What follows belongs to an exercise in optimizing a design on an open flow for a short achievable clock period and few clock cycles; a production flow would make more cautious choices. Only simulation tests tie the RTL to the original design; equivalence was not proved. Power figures rest on the tool's default switching activity, not on a simulated workload.

### design/flow/design.v
module lhce_parse (
    input  wire        clk,
    input  wire        rst,           
    input  wire        start,
    input  wire [3:0]  op,
    input  wire [15:0] src_addr,
    input  wire [15:0] src_len,
    input  wire [31:0] ph_src,
    input  wire [31:0] ph_dst,
    output wire        busy,
    output reg         done,
    output wire        mem_rd,
    output wire [9:0]  mem_addr,
    input  wire [31:0] mem_rdata,
    output reg  [3:0]  err_code,
    output reg  [3:0]  err_sub,
    output reg  [31:0] r_csum,
    output reg  [31:0] r_csum_field,
    output reg  [31:0] r_ip_len,
    output reg  [31:0] r_ip_misc,
    output reg  [31:0] r_ip_src,
    output reg  [31:0] r_ip_dst,
    output reg  [31:0] r_ip_hdr,
    output reg  [31:0] r_ip_chk,
    output reg  [31:0] r_tcp_ports,
    output reg  [31:0] r_tcp_seq,
    output reg  [31:0] r_tcp_ack,
    output reg  [31:0] r_tcp_ctl,
    output reg  [31:0] r_tcp_csum,
    output reg  [31:0] r_tcp_hdr,
    output reg  [31:0] r_pay,
    output reg  [31:0] r_out
);
    localparam [16:0] BUF_BYTES = 17'd4096;
    localparam [3:0] OP_CSUM_IP    = 4'h1;
    localparam [3:0] OP_CSUM_TCP   = 4'h2;
    localparam [3:0] OP_IP_PARSE   = 4'h3;
    localparam [3:0] OP_TCP_PARSE  = 4'h4;
    localparam [3:0] OP_FRAME_PARSE = 4'h7;
    localparam [3:0] E_NOT_IPV4  = 4'd1;
    localparam [3:0] E_INV_IP    = 4'd2;
    localparam [3:0] E_INV_TCP   = 4'd3;
    localparam [3:0] E_BAD_RANGE = 4'd6;
    localparam [3:0] E_ILLEGAL   = 4'd7;
    localparam [1:0] S_IDLE  = 2'd0;
    localparam [1:0] S_CHECK = 2'd1;
    localparam [1:0] S_RUN   = 2'd2;
    localparam [1:0] S_EVAL  = 2'd3;
    localparam [1:0] PH_CS  = 2'd0;    
    localparam [1:0] PH_PRE = 2'd1;    
    localparam [1:0] PH_IP  = 2'd2;    
    localparam [1:0] PH_TCP = 2'd3;    
    function [15:0] csum_final;
        input [31:0] s;
        reg   [16:0] f1;
        reg   [16:0] f2;
        begin
            f1 = {1'b0, s[15:0]} + {1'b0, s[31:16]};
            f2 = {1'b0, f1[15:0]} + {16'd0, f1[16]};
            csum_final = ~f2[15:0];
        end
    endfunction
    function [31:0] pseudo_sum;
        input [31:0] src;
        input [31:0] dst;
        input [15:0] len;
        begin
            pseudo_sum = {16'd0, src[31:16]} + {16'd0, src[15:0]}
                       + {16'd0, dst[31:16]} + {16'd0, dst[15:0]}
                       + 32'd6 + {16'd0, len};
        end
    endfunction
    reg [1:0]  state;
    reg [1:0]  phase;
    reg [3:0]  c_op;
    reg [15:0] c_addr;
    reg [15:0] c_len;
    reg [31:0] c_ph_src;
    reg [31:0] c_ph_dst;
    reg [15:0] base;       
    reg [15:0] rlen;       
    reg [15:0] req_off;    
    reg        rd_vld;     
    reg [15:0] rd_off;     
    reg [1:0]  rd_lane;    
    reg [15:0] last_off;   
    reg [31:0] acc;        
    reg [15:0] f_field;    
    reg [7:0]  f_eth_hi, f_eth_lo;
    reg [3:0]  f_ver;
    reg [3:0]  f_ihl;
    reg [15:0] f_tl;
    reg [7:0]  f_ttl;
    reg [7:0]  f_proto;
    reg [15:0] f_hcs;
    reg [31:0] f_src;
    reg [31:0] f_dst;
    reg [15:0] f_ip_calc;
    reg [15:0] f_sport;
    reg [15:0] f_dport;
    reg [31:0] f_seq;
    reg [31:0] f_ack;
    reg [3:0]  f_doff;
    reg [5:0]  f_flags;
    reg [15:0] f_win;
    reg [15:0] f_cs;
    reg [15:0] f_urg;
    assign busy = (state != S_IDLE);
    wire [15:0] req_byte = c_addr + base + req_off;
    wire        req_go   = (state == S_RUN);
    assign mem_rd   = req_go;
    assign mem_addr = req_byte[11:2];
    reg [7:0] rd_byte;
    always @(*) begin
        case (rd_lane)
            2'd0: rd_byte = mem_rdata[7:0];
            2'd1: rd_byte = mem_rdata[15:8];
            2'd2: rd_byte = mem_rdata[23:16];
            default: rd_byte = mem_rdata[31:24];
        endcase
    end
    wire [7:0]  ip_hl     = {2'b00, f_ihl, 2'b00};
    wire [15:0] avail_ip  = (c_op == OP_FRAME_PARSE) ? (c_len - 16'd4) : c_len;
    wire [15:0] seg_len   = f_tl - {8'd0, ip_hl};
    wire [7:0]  tcp_doff  = {2'b00, f_doff, 2'b00};
    reg        skip;
    always @(*) begin
        case (phase)
            PH_CS:   skip = (c_op == OP_CSUM_IP) ? (rd_off == 16'd10 || rd_off == 16'd11)
                                                 : (rd_off == 16'd16 || rd_off == 16'd17);
            PH_IP:   skip = (rd_off == 16'd10 || rd_off == 16'd11);
            PH_TCP:  skip = (rd_off == 16'd16 || rd_off == 16'd17);
            default: skip = 1'b1;
        endcase
    end
    wire [31:0] contrib = skip ? 32'd0 :
                          (rd_off[0] ? {24'd0, rd_byte} : {16'd0, rd_byte, 8'd0});
    wire [31:0] acc_next = acc + contrib;
    reg stop_here;
    always @(*) begin
        case (phase)
            PH_PRE:  stop_here = (rd_off == 16'd3);
            PH_IP:   stop_here = (rd_off == 16'd19) ||
                                 (rd_off > 16'd19 && rd_off == {8'd0, ip_hl} - 16'd1);
            default: stop_here = (rd_off == rlen - 16'd1);
        endcase
    end
    wire [15:0] calc_now = csum_final(acc);
    wire [16:0] range_end = {1'b0, src_addr} + {1'b0, src_len};
    reg [3:0] ip_fail;
    always @(*) begin
        if (ip_hl < 8'd20)                          ip_fail = 4'd2;
        else if (f_proto != 8'd6)                   ip_fail = 4'd3;
        else if (f_ver != 4'd4)                     ip_fail = 4'd4;
        else if ({8'd0, ip_hl} > f_tl)              ip_fail = 4'd5;
        else if ({8'd0, ip_hl} > avail_ip)          ip_fail = 4'd6;
        else if (c_op == OP_FRAME_PARSE && f_tl > avail_ip) ip_fail = 4'd7;
        else                                        ip_fail = 4'd0;
    end
    task finish;
        input [3:0] code;
        input [3:0] sub;
        begin
            state    <= S_IDLE;
            done     <= 1'b1;
            err_code <= code;
            err_sub  <= sub;
        end
    endtask
    task commit_ip;
        input [15:0] hdr_addr;
        input [15:0] calc;
        begin
            r_ip_len  <= {4'd0, f_ver, ip_hl, f_tl};
            r_ip_misc <= {f_hcs, f_proto, f_ttl};
            r_ip_src  <= f_src;
            r_ip_dst  <= f_dst;
            r_ip_hdr  <= {seg_len, hdr_addr};
            r_ip_chk  <= {15'd0, (calc == f_hcs), calc};
        end
    endtask
    task commit_tcp;
        input [15:0] hdr_addr;
        input [15:0] slen;
        begin
            r_tcp_ports <= {f_sport, f_dport};
            r_tcp_seq   <= f_seq;
            r_tcp_ack   <= f_ack;
            r_tcp_ctl   <= {f_win, tcp_doff, 2'b00, f_flags};
            r_tcp_csum  <= {f_urg, f_cs};
            r_tcp_hdr   <= {slen, hdr_addr};
        end
    endtask
    task begin_walk;
        input [1:0]  ph;
        input [15:0] b;
        input [15:0] len;
        input [31:0] init;
        begin
            state   <= S_RUN;
            phase   <= ph;
            base    <= b;
            rlen    <= len;
            req_off <= 16'd0;
            acc     <= init;
        end
    endtask
    always @(posedge clk) begin
        if (rst) begin
            state        <= S_IDLE;
            phase        <= PH_CS;
            done         <= 1'b0;
            rd_vld       <= 1'b0;
            err_code     <= 4'd0;
            err_sub      <= 4'd0;
            r_csum       <= 32'd0;
            r_csum_field <= 32'd0;
            r_ip_len     <= 32'd0;
            r_ip_misc    <= 32'd0;
            r_ip_src     <= 32'd0;
            r_ip_dst     <= 32'd0;
            r_ip_hdr     <= 32'd0;
            r_ip_chk     <= 32'd0;
            r_tcp_ports  <= 32'd0;
            r_tcp_seq    <= 32'd0;
            r_tcp_ack    <= 32'd0;
            r_tcp_ctl    <= 32'd0;
            r_tcp_csum   <= 32'd0;
            r_tcp_hdr    <= 32'd0;
            r_pay        <= 32'd0;
            r_out        <= 32'd0;
        end else begin
            done   <= 1'b0;
            rd_vld <= 1'b0;
            case (state)
            S_IDLE: begin
                if (start) begin
                    c_op     <= op;
                    c_addr   <= src_addr;
                    c_len    <= src_len;
                    c_ph_src <= ph_src;
                    c_ph_dst <= ph_dst;
                    f_field  <= 16'd0;
                    if (op != OP_CSUM_IP && op != OP_CSUM_TCP && op != OP_IP_PARSE &&
                        op != OP_TCP_PARSE && op != OP_FRAME_PARSE)
                        finish(E_ILLEGAL, 4'd1);
                    else if (range_end > BUF_BYTES)
                        finish(E_BAD_RANGE, 4'd1);
                    else
                        state <= S_CHECK;
                end
            end
            S_CHECK: begin
                case (c_op)
                OP_CSUM_IP: begin
                    if (c_len == 16'd0) begin
                        phase <= PH_CS;
                        acc   <= 32'd0;
                        state <= S_EVAL;
                    end else
                        begin_walk(PH_CS, 16'd0, c_len, 32'd0);
                end
                OP_CSUM_TCP: begin
                    if (c_len == 16'd0) begin
                        phase <= PH_CS;
                        acc   <= pseudo_sum(c_ph_src, c_ph_dst, c_len);
                        state <= S_EVAL;
                    end else
                        begin_walk(PH_CS, 16'd0, c_len, pseudo_sum(c_ph_src, c_ph_dst, c_len));
                end
                OP_IP_PARSE: begin
                    if (c_len < 16'd20) finish(E_INV_IP, 4'd1);
                    else begin_walk(PH_IP, 16'd0, 16'd0, 32'd0);
                end
                OP_TCP_PARSE: begin
                    if (c_len < 16'd20) finish(E_INV_TCP, 4'd1);
                    else begin_walk(PH_TCP, 16'd0, c_len, pseudo_sum(c_ph_src, c_ph_dst, c_len));
                end
                default: begin  
                    if (c_len < 16'd4) finish(E_NOT_IPV4, 4'd2);
                    else begin_walk(PH_PRE, 16'd0, 16'd4, 32'd0);
                end
                endcase
            end
            S_RUN: begin
                req_off <= req_off + 16'd1;
                rd_vld  <= 1'b1;
                rd_off  <= req_off;
                rd_lane <= req_byte[1:0];
                if (rd_vld) begin
                    acc      <= acc_next;
                    last_off <= rd_off;
                    case (phase)
                    PH_CS: begin
                        if (c_op == OP_CSUM_IP) begin
                            if (rd_off == 16'd10) f_field[15:8] <= rd_byte;
                            if (rd_off == 16'd11) f_field[7:0]  <= rd_byte;
                        end else begin
                            if (rd_off == 16'd16) f_field[15:8] <= rd_byte;
                            if (rd_off == 16'd17) f_field[7:0]  <= rd_byte;
                        end
                    end
                    PH_PRE: begin
                        if (rd_off == 16'd2) f_eth_hi <= rd_byte;
                        if (rd_off == 16'd3) f_eth_lo <= rd_byte;
                    end
                    PH_IP: begin
                        case (rd_off)
                        16'd0:  begin f_ver <= rd_byte[7:4]; f_ihl <= rd_byte[3:0]; end
                        16'd2:  f_tl[15:8]   <= rd_byte;
                        16'd3:  f_tl[7:0]    <= rd_byte;
                        16'd8:  f_ttl        <= rd_byte;
                        16'd9:  f_proto      <= rd_byte;
                        16'd10: f_hcs[15:8]  <= rd_byte;
                        16'd11: f_hcs[7:0]   <= rd_byte;
                        16'd12: f_src[31:24] <= rd_byte;
                        16'd13: f_src[23:16] <= rd_byte;
                        16'd14: f_src[15:8]  <= rd_byte;
                        16'd15: f_src[7:0]   <= rd_byte;
                        16'd16: f_dst[31:24] <= rd_byte;
                        16'd17: f_dst[23:16] <= rd_byte;
                        16'd18: f_dst[15:8]  <= rd_byte;
                        16'd19: f_dst[7:0]   <= rd_byte;
                        default: ;
                        endcase
                    end
                    default: begin  
                        case (rd_off)
                        16'd0:  f_sport[15:8] <= rd_byte;
                        16'd1:  f_sport[7:0]  <= rd_byte;
                        16'd2:  f_dport[15:8] <= rd_byte;
                        16'd3:  f_dport[7:0]  <= rd_byte;
                        16'd4:  f_seq[31:24]  <= rd_byte;
                        16'd5:  f_seq[23:16]  <= rd_byte;
                        16'd6:  f_seq[15:8]   <= rd_byte;
                        16'd7:  f_seq[7:0]    <= rd_byte;
                        16'd8:  f_ack[31:24]  <= rd_byte;
                        16'd9:  f_ack[23:16]  <= rd_byte;
                        16'd10: f_ack[15:8]   <= rd_byte;
                        16'd11: f_ack[7:0]    <= rd_byte;
                        16'd12: f_doff        <= rd_byte[7:4];
                        16'd13: f_flags       <= rd_byte[5:0];
                        16'd14: f_win[15:8]   <= rd_byte;
                        16'd15: f_win[7:0]    <= rd_byte;
                        16'd16: f_cs[15:8]    <= rd_byte;
                        16'd17: f_cs[7:0]     <= rd_byte;
                        16'd18: f_urg[15:8]   <= rd_byte;
                        16'd19: f_urg[7:0]    <= rd_byte;
                        default: ;
                        endcase
                    end
                    endcase
                    if (stop_here) begin
                        state  <= S_EVAL;
                        rd_vld <= 1'b0;
                    end
                end
            end
            S_EVAL: begin
                case (phase)
                PH_CS: begin
                    if (c_op == OP_CSUM_IP) begin
                        r_csum <= {14'd0, (c_len >= 16'd12) && (calc_now == f_field),
                                   (c_len >= 16'd12), calc_now};
                    end else begin
                        r_csum <= {14'd0, (c_len >= 16'd18) && (calc_now == f_field),
                                   (c_len >= 16'd18), calc_now};
                    end
                    if ((c_op == OP_CSUM_IP) ? (c_len >= 16'd12) : (c_len >= 16'd18))
                        r_csum_field <= {16'd0, f_field};
                    else
                        r_csum_field <= 32'd0;
                    finish(4'd0, 4'd0);
                end
                PH_PRE: begin
                    if ({f_eth_hi, f_eth_lo} != 16'h0800)
                        finish(E_NOT_IPV4, 4'd1);
                    else if (c_len - 16'd4 < 16'd20)
                        finish(E_INV_IP, 4'd1);
                    else
                        begin_walk(PH_IP, 16'd4, 16'd0, 32'd0);
                end
                PH_IP: begin
                    if (last_off == 16'd19 && ip_fail != 4'd0)
                        finish(E_INV_IP, ip_fail);
                    else if (last_off == 16'd19 && ip_hl != 8'd20) begin
                        state   <= S_RUN;
                        req_off <= 16'd20;
                    end else if (c_op == OP_IP_PARSE) begin
                        commit_ip(c_addr, calc_now);
                        finish(4'd0, 4'd0);
                    end else begin
                        f_ip_calc <= calc_now;
                        if (seg_len < 16'd20)
                            finish(E_INV_TCP, 4'd1);
                        else
                            begin_walk(PH_TCP, base + {8'd0, ip_hl}, seg_len,
                                       pseudo_sum(f_src, f_dst, seg_len));
                    end
                end
                default: begin  
                    if (calc_now != f_cs)
                        finish(E_INV_TCP, 4'd2);
                    else if (tcp_doff < 8'd20 || {8'd0, tcp_doff} > rlen)
                        finish(E_INV_TCP, 4'd3);
                    else begin
                        commit_tcp(c_addr + base, rlen);
                        if (c_op == OP_FRAME_PARSE) begin
                            commit_ip(c_addr + 16'd4, f_ip_calc);
                            r_pay <= {rlen - {8'd0, tcp_doff},
                                      c_addr + base + {8'd0, tcp_doff}};
                            r_out <= {f_tl + 16'd4, c_addr};
                        end
                        finish(4'd0, 4'd0);
                    end
                end
                endcase
            end
            endcase
        end
    end
endmodule
### design/flow/run.sh
#!/bin/bash
# synth_recipe.tcl (not shown) runs the flow's synth.tcl, then flattens the netlist and writes it again
# the make line also repeats each setting of config.mk as NAME=value (left out here)
make -C /OpenROAD-flow-scripts/flow DESIGN_CONFIG=/design/flow/config.mk WORK_HOME=/design/flow/orfs CLKGATE_MAP_FILE= SYNTH_SCRIPT=/design/flow/synth_recipe.tcl finish
### design/flow/config.mk
export PLATFORM = sky130hd
export DESIGN_NAME = lhce_parse
export DESIGN_NICKNAME = lhce_parse
export VERILOG_FILES = /design/flow/design.v
export SDC_FILE = /design/flow/constraint.sdc
export NUM_CORES = 4
export LEC_CHECK = 0
export CAP_MARGIN = 20
export CORE_MARGIN = 2
export CORE_UTILIZATION = 40
export PLACE_DENSITY = 0.6
export SLEW_MARGIN = 20
### design/flow/constraint.sdc
create_clock -name core_clock -period 7.0 [get_ports {clk}]
set_input_delay 1.4000 -clock core_clock [delete_from_list [all_inputs] [get_ports {clk}]]
set_output_delay 1.4000 -clock core_clock [all_outputs]
set_load 0.01 [all_outputs]
==> impl_metrics.json <==
{
  "fillers": 11300,
  "setup_viol": 0,
  "finalWorstSetupSlack_ps": 508,
  "dp_hpwl_um": 125000,
  "p_leak_nw": 21.5,
  "io_buffers": 606,
  "cts-root-buf": "clkbuf_16",
  "gp_congestion": 0.941,
  "dieArea_um2": 127000,
  "ctsHoldBuffers": 0,
  "skew_ps": 67.0,
  "finalMaxSlewViolations": 0,
  "ys.warnings.count": 1,
  "tns_ps": 0,
  "grt_max_degree": 222,
  "grt_pass1_vias": 37000,
  "final_nets": 5623,
  "clkLatencyLatePin_ps": 740,
  "switching_share_pct": 24.5,
  "synth_cells": 4663,
  "fin_crit_ps": 6490,
  "vdd_drop_max_mv": 0.194,
  "netSwitchingPower_mw": 3.30,
  "arrival_ps": 6940,
  "ys_ff_latch": 995,
  "drtIter0Drc": 4123,
  "syn2layout_area_growth_pct": 23.2,
  "finalHoldViolCount": 0,
  "max_cap_viol_count": 0,
  "pwr-share-seq_pct": 46.2,
  "syn_area_um2": 49600,
  "rsz0062_at_grt": "no",
  "io_pins": 668,
  "drive_above_1_share_pct": 6.98,
  "hold_path_class": "flip-flop to flip-flop",
  "wl_per_cell_um": 25.1,
  "cts_tree": "built",
  "cts_buffers": 109,
  "grt-ovfl-total": 0,
  "ys.flop_type": "edfxtp_1",
  "viasPerCell": 5.57,
  "wl_um": 174000,
  "cts_num_sinks": 995,
  "cp-end-kind": "flip-flop",
  "core_area_um2": 123000,
  "p_int_mw": 10.2,
  "worst-setup-path-type": "flip-flop to flip-flop",
  "clk_pin_slew_worst_paths_ps": 60,
  "initial_core_util_pct": 40.2,
  "grt_pass1_wl_um": 250000,
  "drc": 0,
  "vias": 38600,
  "place_ws_ps": 365,
  "outcome": "no timing/DRC/antenna violations",
  "clockBufferDepth": 3,
  "synth_edf_count": 534,
  "grt_usage_pct": 26.6,
  "antenna_found_initial": 4,
  "cp_max_fo": 13,
  "worst_ep_required_time_ps": 7450,
  "synth-async-reset-ratio_pct": 0,
  "synth_cell_types": 103,
  "p_comb_share_pct": 8.5,
  "worstMarginPinSlew_ps": 1190,
  "postRouteAntennaNets": 0,
  "htree_levels": 3,
  "die_h_um": 356,
  "clock_power_share_pct": 45.3,
  "start_kind": "flip-flop",
  "die_w_um": 356,
  "fmax_mhz": 154,
  "synth_area_per_cell_um2": 10.6,
  "seq_area_frac_synth_pct": 50.9,
  "rows": 129,
  "dr.pass1.iters": 6,
  "slew_headroom_pct": 20.8,
  "layout_worst_path_cycle_share_pct": 92.7,
  "powerDensity_nw_per_um2": 220
}
-- critical path, stage by stage, from the launching register on --
cell and delay [ps]:
edfxtp_1 450, or4_1 610, nor4b_1 900, nor2b_1 310, nand3_1 100, o311ai_0 130
nor2_1 240, and2_1 240, ha_1 210, fa_1 410, a21o_1 170, a21oi_1 230
o21bai_1 90, a21oi_1 230, o21bai_1 90, a21oi_1 340, o211ai_1 160, a31o_2 290
a311oi_1 270, buf_4 230, o21ai_0 100, a2111o_1 410
-- path summary, 6_finish.rpt --
| path | start | end | slack, ps | cells after the start |
|---|---|---|---|---|
| setup reg to reg | rd_off[13] | acc[16] | 510 | 21 |
| setup / recovery | rd_off[13] | acc[16] | 510 | 21 |
| hold reg to reg | r_csum_field[9] | r_csum_field[9] | 450 | 2 |
| hold / removal | r_csum_field[9] | r_csum_field[9] | 450 | 2 |
-- power by group through the flow --
stage	clock, mW	combinational [mW]	sequential, mW
floorplan	0	0.694	6.32
CTS	6.18	1.14	6.21
global route	6.40	1.25	6.21
detailed placement	0	1.14	6.34
finish	6.09	1.15	6.22
global placement	0	1.13	6.34
-- layer usage --
| layer | track usage, % | vias to the layer above | part of all wire (%) | routed length (um) |
|---|---|---|---|---|
| met1 | 35.7 | 19100 | 42 | 73200 |
| met3 | 5.21 | 236 | 7.7 | 13400 |
| met2 | 43.5 | 1518 | 47 | 81600 |
| li1 | - | 17700 | - | - |
| met4 | 7.89 | 2 | 3.1 | 5360 |
| met5 | 0 | - | 0.0075 | 13 |
-- layout by cell type, fill, tap and decap left out, types with 68 or more instances in the layout --
cell type        synthesis  layout
xnor2_1                155     155
o21ai_0                277     277
nor2_1                 223     222
nand4_1                 71      71
nand2_1                445     444
buf_4                   91      81
nor3_1                  73      68
clkbuf_16                0     114
a21oi_1                366     365
dfxtp_1                461     461
nand3_1                261     260
edfxtp_1               534     534
fa_1                   105     105
inv_1                  204     204
xor2_1                  92      92
clkdlybuf4s50_1          0     605
mux2i_1                155     155
ha_1                   193     193
-- Yosys cell counts (16+ instances only) --
master	number	area (um^2)
o21a_1	16	120
nand2b_1	16	100
clkbuf_1	202	758
nand2_1	445	1670
o31ai_1	51	383
nand4_1	71	444
a211oi_1	66	495
and2_1	48	300
mux2i_1	155	1550
buf_1	16	60.1
or3_1	25	156
nor2_1	223	837
xnor2_1	155	1360
edfxtp_1	534	16000
a31oi_1	20	125
nor3_1	73	365
nor4_1	33	206
buf_2	28	140
dfxtp_1	461	9230
nor2b_1	54	338
a21oi_1	366	1830
and3_1	26	163
ha_1	193	2410
fa_1	105	2100
or4_1	16	120
xor2_1	92	806
buf_4	91	683
inv_1	204	766
a21o_1	42	315
o21ai_0	277	1390
nand3_1	261	1310
-- logic make-up (layout without fill, tap and decap cells) --
logic type	Yosys count	in the layout	synth area share [%]
compound gates	1003	1003	12.3
mux	188	188	4.14
fa+ha+maj	298	298	9.11
simple gates	1364	1365	13.4
other cells	1	62	0.00756
buf+inv	555	1118	5.16
flops	995	995	50.9
xor+xnor	259	259	4.90
-- registers in the layout, indices dropped and copies added, names as in the netlist, 32 cells and up --
name         count
r_tcp_hdr       32
acc             32
r_tcp_ack       32
f_seq           32
r_tcp_seq       32
r_ip_hdr        32
r_ip_dst        32
f_dst           32
r_ip_src        32
r_tcp_csum      32
r_ip_misc       32
r_out           32
f_ack           32
f_src           32
c_ph_dst        32
c_ph_src        32
r_tcp_ports     32
-- area by class of cell --
type / instances / area [um^2] / area share (%)
well taps: 1637 / 2050 / 3.35
flip-flops and latches: 995 / 25300 / 41.3
diodes: 1 / 2.50 / 0.00409
clock buffers: 163 / 3190 / 5.22
multi-input cells: 3174 / 22200 / 36.3
clock inverters: 45 / 653 / 1.07
inverters: 205 / 777 / 1.27
repair buffers: 705 / 7020 / 11.5
-- timing repair --
item | 4_1_cts | 5_1_grt
gates resized for setup | 0 | 3
setup buffers | 0 | 2
endpoints found under the setup margin | 0 | 120
-- per-stage QoR --
step / area (um^2) / util (%) / total power [mW] / hold WS, ps / std cells
3_3_place_gp: 57200 / 46.4 / 7.47 / 439 / 6713
3_5_place_dp: 57200 / 46.4 / 7.48 / 443 / 6713
6_report: 61100 / 49.6 / 13.5 / 450 / 6925
2_1_floorplan: 49800 / - / 7.02 / 424 / 4723
4_1_cts: 61000 / 49.5 / 13.5 / 451 / 6921
5_1_grt: 61100 / 49.6 / 13.9 / 463 / 6924
Testbench counts, summed over its fixed seeds: cycles 154,112.

[what the ideal ports hide]
Ports are ideal in the flow. The routed layout listed here was re-timed in OpenROAD.
Step 1 assumes that a clkbuf_16 drives the clock port and a buf_2 every other input.
Step 2 also shifts input and output timing later by t, the mid clock arrival at the registers, as if the neighbouring blocks saw the same clock.
Three values: no drivers, after step 1, after step 2; two values: the first two.
t, ns: 0.786
slack for setup (ns): 0.508 / 0.508 / 0.508
worst hold slack (ns): 0.450 / 0.450 / 0.450
worst register clock-pin slew, ns: 0.07 / 0.07
After both steps setup and hold are still met in this run. For this run, drivers alone change the setup slack by 0.000 ns; drivers and shift together by 0.000 ns.
